This is an optimization exercise on Yosys and OpenROAD, whose aim is small area, a short achievable clock period and few clock cycles, not a production implementation.
Function was checked by simulation only, so behaviour that the tests miss may differ from the original.

==> inputs of 01-09 <==
## qpsk_isb
module qpsk_isb (
    input  wire        clk,
    input  wire        rst,
    input  wire        cmd_valid,
    output wire        cmd_ready,
    input  wire [7:0]  cmd_op,
    input  wire [15:0] cmd_a0,
    input  wire [15:0] cmd_a1,
    output reg         rsp_valid,
    output reg         rsp_fault,
    output reg  [2:0]  rsp_cause,
    output reg  [15:0] rsp_r0,
    output reg  [15:0] rsp_r1
);
clock: 13.0 ns
lec_check: 0
cap_margin: 20
core_margin: 2
core_utilization: 55
cts_cluster_diameter: 160
cts_cluster_size: 24
place_density: 0.65
slew_margin: 20
synth_memory_max_bits: 131072
standard.sh (not shown) runs the stock make flow with config.mk's settings and CLKGATE_MAP_FILE= SYNTH_SCRIPT=/design/flow/synth_recipe.tcl, a recipe that flattens the netlist after the stock synthesis.
==> flow/flow/run.sh <==
#!/bin/bash
# Layout: the standard flow (standard.sh, which runs ORFS from synthesis
# to the final layout at the design's clock period and constraints), with
# ORFS's timing repair (after floorplan, clock-tree synthesis and global
# routing) asked to leave a setup margin of 9.3 ns, and to work on every
# endpoint. The make output goes to standard_flow.log; ORFS keeps each
# step's log under orfs/logs/.
set -euo pipefail
bash standard.sh SETUP_SLACK_MARGIN=9.3 TNS_END_PERCENT=100 finish > standard_flow.log 2>&1
==> 06-25: changes against 01-09 <==
--- a/flow/design.v
+++ b/flow/design.v
@@ -1227,25 +1227,37 @@
         end
     end
     wire [3:0] p_s  = cu_ps;
     wire [3:0] p_b  = cu_pg;
     wire       by2  = (cu_t == 2'd0) && w2_v;
     wire       by3  = (cu_t != 2'd2) && w3_v;
+    function [15:0] sel16;
+        input [16*TMAX-1:0] dl;
+        input [3:0]  p;
+        reg   [15:0] oh;
+        integer      n;
+        begin
+            oh    = 16'd1 << p;
+            sel16 = 16'd0;
+            for (n = 0; n < TMAX; n = n + 1)
+                sel16 = sel16 | (dl[16*n +: 16] & {16{oh[n]}});
+        end
+    endfunction
     function [15:0] rd;
         input [16*TMAX-1:0] dl;
         input [3:0]  p;
         input        b2, b3;
         input [3:0]  p2, p3;
         input [15:0] d2, d3;
         begin
             if (b2 && p2 == p)
                 rd = d2;
             else if (b3 && p3 == p)
                 rd = d3;
             else
-                rd = dl[16*p +: 16];
+                rd = sel16(dl, p);
         end
     endfunction
     reg [15:0] ri_s, ri_b, rq_s, rq_b;
     reg [9:0]  r_ms;
     reg [14:0] r_mb;
     reg        r_ngs;
==> flow/config.mk (replaced) <==
export PLATFORM = sky130hd
export DESIGN_NAME = qpsk_isb
export DESIGN_NICKNAME = qpsk_isb
export VERILOG_FILES = /design/flow/design.v
export SDC_FILE = /design/flow/constraint.sdc
export NUM_CORES = 4
export LEC_CHECK = 0
export CAP_MARGIN = 20
export CORE_MARGIN = 2
export CORE_UTILIZATION = 40
export CTS_CLUSTER_DIAMETER = 160
export CTS_CLUSTER_SIZE = 24
export SLEW_MARGIN = 20
export SYNTH_MEMORY_MAX_BITS = 131072
==> 11-11: changes against 01-09 <==
==> flow/config.mk (replaced) <==
export PLATFORM = sky130hd
export DESIGN_NAME = qpsk_isb
export DESIGN_NICKNAME = qpsk_isb
export VERILOG_FILES = /design/flow/design.v
export SDC_FILE = /design/flow/constraint.sdc
export NUM_CORES = 4
export LEC_CHECK = 0
export CAP_MARGIN = 20
export CORE_MARGIN = 2
export CORE_UTILIZATION = 40
export CTS_CLUSTER_DIAMETER = 160
export CTS_CLUSTER_SIZE = 24
export SLEW_MARGIN = 20
export SYNTH_MEMORY_MAX_BITS = 131072
==> 03-08: changes against 01-09 <==
--- a/flow/design.v
+++ b/flow/design.v
@@ -1227,25 +1227,37 @@
         end
     end
     wire [3:0] p_s  = cu_ps;
     wire [3:0] p_b  = cu_pg;
     wire       by2  = (cu_t == 2'd0) && w2_v;
     wire       by3  = (cu_t != 2'd2) && w3_v;
+    function [15:0] sel16;
+        input [16*TMAX-1:0] dl;
+        input [3:0]  p;
+        reg   [15:0] oh;
+        integer      n;
+        begin
+            oh    = 16'd1 << p;
+            sel16 = 16'd0;
+            for (n = 0; n < TMAX; n = n + 1)
+                sel16 = sel16 | (dl[16*n +: 16] & {16{oh[n]}});
+        end
+    endfunction
     function [15:0] rd;
         input [16*TMAX-1:0] dl;
         input [3:0]  p;
         input        b2, b3;
         input [3:0]  p2, p3;
         input [15:0] d2, d3;
         begin
             if (b2 && p2 == p)
                 rd = d2;
             else if (b3 && p3 == p)
                 rd = d3;
             else
-                rd = dl[16*p +: 16];
+                rd = sel16(dl, p);
         end
     endfunction
     reg [15:0] ri_s, ri_b, rq_s, rq_b;
     reg [9:0]  r_ms;
     reg [14:0] r_mb;
     reg        r_ngs;
==> flow/flow/run.sh (replaced) <==
#!/bin/bash
# Layout: the standard flow (standard.sh, which runs ORFS from synthesis
# to the final layout at the design's clock period and constraints), with
# ORFS's timing repair (after floorplan, clock-tree synthesis and global
# routing) asked to leave a setup margin of 9.45 ns, and to work on every
# endpoint. The make output goes to standard_flow.log; ORFS keeps each
# step's log under orfs/logs/.
set -euo pipefail
bash standard.sh SETUP_SLACK_MARGIN=9.45 TNS_END_PERCENT=100 finish > standard_flow.log 2>&1
==> flow/config.mk (replaced) <==
export PLATFORM = sky130hd
export DESIGN_NAME = qpsk_isb
export DESIGN_NICKNAME = qpsk_isb
export VERILOG_FILES = /design/flow/design.v
export SDC_FILE = /design/flow/constraint.sdc
export NUM_CORES = 4
export LEC_CHECK = 0
export CAP_MARGIN = 20
export CORE_MARGIN = 2
export CORE_UTILIZATION = 40
export CTS_CLUSTER_DIAMETER = 160
export CTS_CLUSTER_SIZE = 24
export SLEW_MARGIN = 20
export SYNTH_MEMORY_MAX_BITS = 131072
==> results_dict.tcl <==
set metrics [dict create \
    avgRoutedWirePerCell_um 27.8 \
    status "complete, no violations" \
    gp_congestion 1.05 \
    met2_usage_pct 49.9 \
    max_slew_margin_pct 22.0 \
    hold_ws_ns 0.313 \
    seq_area_um2 33600 \
    yosysTopAreaCellShare_pct 24.2 \
    cts_buffers 66 \
    post_cts_resized 233 \
]
[end of results for 01-09]
==> results_dict.tcl <==
set metrics [dict create \
    holdCritStartpoint "w1_q[15]" \
    post_cts_resized 198 \
    hold_ws_ns 0.318 \
    seq-cell-share_pct 41.8 \
    post_cts_buffers 12 \
    cts_buffers 67 \
    gp_congestion 1.02 \
    met2_usage_pct 40.4 \
    status "complete, no violations" \
]
[end of results for 06-25]
==> results_dict.tcl <==
set metrics [dict create \
    status "complete, no violations" \
    async_flop_share_pct 0 \
    met2_usage_pct 37.1 \
    cts_buffers 68 \
    cts.clk_slew.worst_paths_ns 0.10 \
    fin_nets 6808 \
    post_cts_resized 231 \
    yosysTopAreaCellShare_pct 24.2 \
    critPathTopFamily "flip-flops" \
    max_slew_margin_pct 23.5 \
    seq_area_um2 33600 \
]
[end of results for 11-11]
==> results_dict.tcl <==
set metrics [dict create \
    status "complete, no violations" \
    yosysTopAreaCellShare_pct 25.1 \
    max_slew_margin_pct 17.0 \
    avgRoutedWirePerCell_um 28.4 \
    hold_ws_ns 0.315 \
    seq_area_um2 33600 \
]
[end of results for 03-08]
Testbench counts of 01-09, summed over its fixed seeds: cycles 8,138.
Testbench counts of 06-25, summed over its fixed seeds: cycles 8,138.
Testbench counts of 11-11, summed over its fixed seeds: cycles 8,138.
Testbench counts of 03-08, summed over its fixed seeds: cycles 8,138.


==> violet: inputs <==
qpsk_isb, a different RTL version from the one above (not shown whole).
clock: 13.0 ns
lec_check: 0
cap_margin: 20
core_margin: 2
core_utilization: 40
slew_margin: 20
synth_memory_max_bits: 131072
run.sh (not shown) runs the stock make flow with config.mk's settings and CLKGATE_MAP_FILE= SYNTH_SCRIPT=/design/flow/synth_recipe.tcl, a recipe that flattens the netlist after the stock synthesis.
Stock flow here: none of the scripts above is used.
==> garnet: changes against violet <==
--- a/flow/design.v
+++ b/flow/design.v
@@ -1164,52 +1164,68 @@
         input [4:0] t;
         begin
             pinc = (({1'b0, p} + 5'd1) == t) ? 4'd0 : p + 4'd1;
         end
     endfunction
     wire go_new  = do_interp && cu_free;          
     wire go_wait = do_interp && !cu_free;         
+    reg [1:0] n_q;
+    reg [3:0] n_pa, n_pb;
+    reg       n_flip;
+    always @(*) begin
+        if (cu_free) begin
+            n_q    = nx_v ? nx_q    : q0;
+            n_pa   = nx_v ? nx_pa   : pa0;
+            n_pb   = nx_v ? nx_pb   : pb0;
+            n_flip = nx_v ? nx_flip : flip;
+        end else begin
+            n_q    = cu_q + 2'd1;
+            n_pa   = (cu_q == 2'd3) ? cu_b0 : pinc(cu_pa, t_len);
+            n_pb   = (cu_q == 2'd3) ? cu_b4 : pinc(cu_pb, t_len);
+            n_flip = cu_flip;
+        end
+    end
+    reg [3:0] cu_ps, cu_pg;              
+    reg [1:0] cu_qq;                     
+    reg       cu_ngs;                    
     always @(posedge clk) begin
         if (rst) begin
             cu_act <= 1'b0;
             nx_v   <= 1'b0;
         end else begin
             if (cu_free)
                 cu_act <= nx_v || go_new;
             if (go_wait)
                 nx_v <= 1'b1;
             else if (cu_free)
                 nx_v <= 1'b0;
         end
+        cu_q    <= n_q;
+        cu_pa   <= n_pa;
+        cu_pb   <= n_pb;
+        cu_flip <= n_flip;
+        cu_ps   <= n_q[1] ? n_pb : n_pa;
+        cu_pg   <= n_q[1] ? n_pa : n_pb;
+        cu_qq   <= n_flip ? ~n_q : n_q;
+        cu_ngs  <= (n_q == 2'd0) || (n_q == 2'd3);
         if (cu_free) begin
             cu_r <= 2'd0;
             if (nx_v) begin
-                cu_q    <= nx_q;
-                cu_pa   <= nx_pa;
-                cu_pb   <= nx_pb;
                 cu_b0   <= nx_b0;
                 cu_b4   <= nx_b4;
                 cu_jj   <= nx_jj;
-                cu_flip <= nx_flip;
                 cu_t    <= nx_t;
             end else begin
-                cu_q    <= q0;
-                cu_pa   <= pa0;
-                cu_pb   <= pb0;
                 cu_b0   <= b0;
                 cu_b4   <= b4;
                 cu_jj   <= jj0;
-                cu_flip <= flip;
                 cu_t    <= 2'd0;
             end
         end else begin
             cu_r  <= cu_r + 2'd1;
-            cu_q  <= cu_q + 2'd1;
-            cu_pa <= (cu_q == 2'd3) ? cu_b0 : pinc(cu_pa, t_len);
-            cu_pb <= (cu_q == 2'd3) ? cu_b4 : pinc(cu_pb, t_len);
             cu_t  <= (cu_t == 2'd2) ? 2'd2 : cu_t + 2'd1;
         end
         if (!nx_v) begin
             nx_q    <= q0;
             nx_pa   <= pa0;
             nx_pb   <= pb0;
             nx_b0   <= b0;
@@ -1259,17 +1275,16 @@
             configured <= 1'b1;
             t_len      <= c_a0[4:0];
             wp         <= 4'd0;
         end else if (do_push) begin
             wp <= ({1'b0, wp} == t_len - 5'd1) ? 4'd0 : wp + 4'd1;
         end
     end
-    wire       sm_a = (cu_q[1] == 1'b0);         
-    wire [3:0] p_s  = sm_a ? cu_pa : cu_pb;
-    wire [3:0] p_b  = sm_a ? cu_pb : cu_pa;
+    wire [3:0] p_s  = cu_ps;
+    wire [3:0] p_b  = cu_pg;
     wire       by2  = (cu_t == 2'd0) && w2_v;
     wire       by3  = (cu_t != 2'd2) && w3_v;
     function [15:0] rd;
         input [16*TMAX-1:0] dl;
         input [3:0]  p;
         input        b2, b3;
         input [3:0]  p2, p3;
@@ -1284,19 +1299,18 @@
         end
     endfunction
     reg [15:0] ri_s, ri_b, rq_s, rq_b;
     reg [9:0]  r_ms;
     reg [14:0] r_mb;
     reg        r_ngs;
     reg        r_v, r_first, r_last;
-    wire [1:0] qq = cu_flip ? ~cu_q : cu_q;
     wire [9:0]  ms;
     wire [14:0] mb;
-    isb_taps u_taps (.jj(cu_jj), .qq(qq), .ms(ms), .mb(mb));
-    wire ng_s = (cu_q == 2'd0) || (cu_q == 2'd3);
+    isb_taps u_taps (.jj(cu_jj), .qq(cu_qq), .ms(ms), .mb(mb));
+    wire ng_s = cu_ngs;
     wire [5:0] ds_one, ds_two, ds_neg;
     wire [7:0] db_one, db_two, db_neg;
     isb_benc_s u_bs (.m(r_ms), .ng(r_ngs),  .one(ds_one), .two(ds_two), .neg(ds_neg));
     isb_benc_b u_bb (.m(r_mb), .ng(!r_ngs), .one(db_one), .two(db_two), .neg(db_neg));
     reg [15:0] xi_s, xi_b, xq_s, xq_b;
     reg [5:0]  s_one, s_two, s_neg;
     reg [7:0]  b_one, b_two, b_neg;
==> flow/flow/run.sh (new file) <==
#!/bin/bash
# Layout: the standard flow (standard.sh, which runs ORFS from synthesis
# to the final layout at the design's clock period and constraints), with
# ORFS's timing repair (after floorplan, clock-tree synthesis and global
# routing) asked to leave a setup margin of 8.7 ns, and to work on every
# endpoint. The make output goes to standard_flow.log; ORFS keeps each
# step's log under orfs/logs/.
set -euo pipefail
bash standard.sh SETUP_SLACK_MARGIN=8.7 TNS_END_PERCENT=100 finish > standard_flow.log 2>&1
==> flow/standard.sh (new file) <==
#!/bin/bash
# synth_recipe.tcl (not shown) runs the flow's synth.tcl, then flattens the netlist and writes it again
# the make line also repeats each setting of config.mk as NAME=value (left out here)
make -C /OpenROAD-flow-scripts/flow DESIGN_CONFIG=/design/flow/config.mk WORK_HOME=/design/flow/orfs CLKGATE_MAP_FILE= SYNTH_SCRIPT=/design/flow/synth_recipe.tcl "${@:-finish}"
removed: flow/run.sh
==> willow: changes against violet <==
--- a/flow/design.v
+++ b/flow/design.v
@@ -1164,52 +1164,68 @@
         input [4:0] t;
         begin
             pinc = (({1'b0, p} + 5'd1) == t) ? 4'd0 : p + 4'd1;
         end
     endfunction
     wire go_new  = do_interp && cu_free;          
     wire go_wait = do_interp && !cu_free;         
+    reg [1:0] n_q;
+    reg [3:0] n_pa, n_pb;
+    reg       n_flip;
+    always @(*) begin
+        if (cu_free) begin
+            n_q    = nx_v ? nx_q    : q0;
+            n_pa   = nx_v ? nx_pa   : pa0;
+            n_pb   = nx_v ? nx_pb   : pb0;
+            n_flip = nx_v ? nx_flip : flip;
+        end else begin
+            n_q    = cu_q + 2'd1;
+            n_pa   = (cu_q == 2'd3) ? cu_b0 : pinc(cu_pa, t_len);
+            n_pb   = (cu_q == 2'd3) ? cu_b4 : pinc(cu_pb, t_len);
+            n_flip = cu_flip;
+        end
+    end
+    reg [3:0] cu_ps, cu_pg;              
+    reg [1:0] cu_qq;                     
+    reg       cu_ngs;                    
     always @(posedge clk) begin
         if (rst) begin
             cu_act <= 1'b0;
             nx_v   <= 1'b0;
         end else begin
             if (cu_free)
                 cu_act <= nx_v || go_new;
             if (go_wait)
                 nx_v <= 1'b1;
             else if (cu_free)
                 nx_v <= 1'b0;
         end
+        cu_q    <= n_q;
+        cu_pa   <= n_pa;
+        cu_pb   <= n_pb;
+        cu_flip <= n_flip;
+        cu_ps   <= n_q[1] ? n_pb : n_pa;
+        cu_pg   <= n_q[1] ? n_pa : n_pb;
+        cu_qq   <= n_flip ? ~n_q : n_q;
+        cu_ngs  <= (n_q == 2'd0) || (n_q == 2'd3);
         if (cu_free) begin
             cu_r <= 2'd0;
             if (nx_v) begin
-                cu_q    <= nx_q;
-                cu_pa   <= nx_pa;
-                cu_pb   <= nx_pb;
                 cu_b0   <= nx_b0;
                 cu_b4   <= nx_b4;
                 cu_jj   <= nx_jj;
-                cu_flip <= nx_flip;
                 cu_t    <= nx_t;
             end else begin
-                cu_q    <= q0;
-                cu_pa   <= pa0;
-                cu_pb   <= pb0;
                 cu_b0   <= b0;
                 cu_b4   <= b4;
                 cu_jj   <= jj0;
-                cu_flip <= flip;
                 cu_t    <= 2'd0;
             end
         end else begin
             cu_r  <= cu_r + 2'd1;
-            cu_q  <= cu_q + 2'd1;
-            cu_pa <= (cu_q == 2'd3) ? cu_b0 : pinc(cu_pa, t_len);
-            cu_pb <= (cu_q == 2'd3) ? cu_b4 : pinc(cu_pb, t_len);
             cu_t  <= (cu_t == 2'd2) ? 2'd2 : cu_t + 2'd1;
         end
         if (!nx_v) begin
             nx_q    <= q0;
             nx_pa   <= pa0;
             nx_pb   <= pb0;
             nx_b0   <= b0;
@@ -1259,17 +1275,16 @@
             configured <= 1'b1;
             t_len      <= c_a0[4:0];
             wp         <= 4'd0;
         end else if (do_push) begin
             wp <= ({1'b0, wp} == t_len - 5'd1) ? 4'd0 : wp + 4'd1;
         end
     end
-    wire       sm_a = (cu_q[1] == 1'b0);         
-    wire [3:0] p_s  = sm_a ? cu_pa : cu_pb;
-    wire [3:0] p_b  = sm_a ? cu_pb : cu_pa;
+    wire [3:0] p_s  = cu_ps;
+    wire [3:0] p_b  = cu_pg;
     wire       by2  = (cu_t == 2'd0) && w2_v;
     wire       by3  = (cu_t != 2'd2) && w3_v;
     function [15:0] rd;
         input [16*TMAX-1:0] dl;
         input [3:0]  p;
         input        b2, b3;
         input [3:0]  p2, p3;
@@ -1284,19 +1299,18 @@
         end
     endfunction
     reg [15:0] ri_s, ri_b, rq_s, rq_b;
     reg [9:0]  r_ms;
     reg [14:0] r_mb;
     reg        r_ngs;
     reg        r_v, r_first, r_last;
-    wire [1:0] qq = cu_flip ? ~cu_q : cu_q;
     wire [9:0]  ms;
     wire [14:0] mb;
-    isb_taps u_taps (.jj(cu_jj), .qq(qq), .ms(ms), .mb(mb));
-    wire ng_s = (cu_q == 2'd0) || (cu_q == 2'd3);
+    isb_taps u_taps (.jj(cu_jj), .qq(cu_qq), .ms(ms), .mb(mb));
+    wire ng_s = cu_ngs;
     wire [5:0] ds_one, ds_two, ds_neg;
     wire [7:0] db_one, db_two, db_neg;
     isb_benc_s u_bs (.m(r_ms), .ng(r_ngs),  .one(ds_one), .two(ds_two), .neg(ds_neg));
     isb_benc_b u_bb (.m(r_mb), .ng(!r_ngs), .one(db_one), .two(db_two), .neg(db_neg));
     reg [15:0] xi_s, xi_b, xq_s, xq_b;
     reg [5:0]  s_one, s_two, s_neg;
     reg [7:0]  b_one, b_two, b_neg;
==> flow_summary.toml <==
[place]
dp.cells = 8916

[finish]
buffer_area_share_pct = 2.20
buffers = 218

[outcome]
status = "complete, no violations"

[routing]
firstDrtPassIters = 7

[setup_path]
r2r-start = "cu_jj[6]"
crit_end = "r_mb[4]"

[sta]
tightest_slew_ns = 1.31
the above is filed under violet

==> flow_summary.toml <==
[setup_path]
crit_end = "r_mb[6]"
r2r-start = "cu_jj[2]"

[routing]
firstDrtPassIters = 6

[finish]
buffers = 244
buffer_area_share_pct = 2.73

[outcome]
status = "complete, no violations"
the above is filed under garnet

==> flow_summary.toml <==
[setup_path]
r2r-start = "cu_jj[6]"

[outcome]
status = "complete, no violations"

[sta]
tightest_slew_ns = 1.21

[finish]
buffers = 213
buffer_area_share_pct = 2.22
the above is filed under willow

Testbench counts of violet, summed over its fixed seeds: cycles 8,138.
Testbench counts of garnet, summed over its fixed seeds: cycles 8,138.
Testbench counts of willow, summed over its fixed seeds: cycles 8,138.

## afterwards: timing with drivers on the ports
No port has a modelled driver above. Below, the same layouts with a new extraction and two added sets of constraints.
Step 1: set_driving_cell puts a clkbuf_16 on clk and a buf_2 on each other input, an assumption about the parent block.
Step 2 also shifts input and output timing later by t, the mid clock arrival at the registers, as if the neighbouring blocks saw the same clock.
a / b / c = ideal ports / drivers / drivers and shift; a / b = the first two.
run	t (ns)	setup slack, ns	worst setup path after step 2	slew at the worst register clock pin (ns)
01-09	0.781	9.217 / 9.137 / 8.725	input to register	0.11 / 0.11
06-25	0.812	9.165 / 9.083 / 8.760	input to register	0.11 / 0.11
11-11	0.795	9.204 / 9.118 / 8.663	input to register	0.11 / 0.11
03-08	0.814	9.180 / 9.095 / 8.821	input to register	0.11 / 0.11
violet	0.857	8.139 / 8.139 / 8.139	register to register	0.07 / 0.07
garnet	0.847	8.761 / 8.703 / 8.556	input to register	0.07 / 0.07
willow	0.859	8.191 / 8.191 / 8.191	register to register	0.07 / 0.07
After both steps every run listed still meets setup and hold. The setup slack of 11-11, which loses most, moves by -0.086 ns with the drivers and by -0.541 ns with both steps.
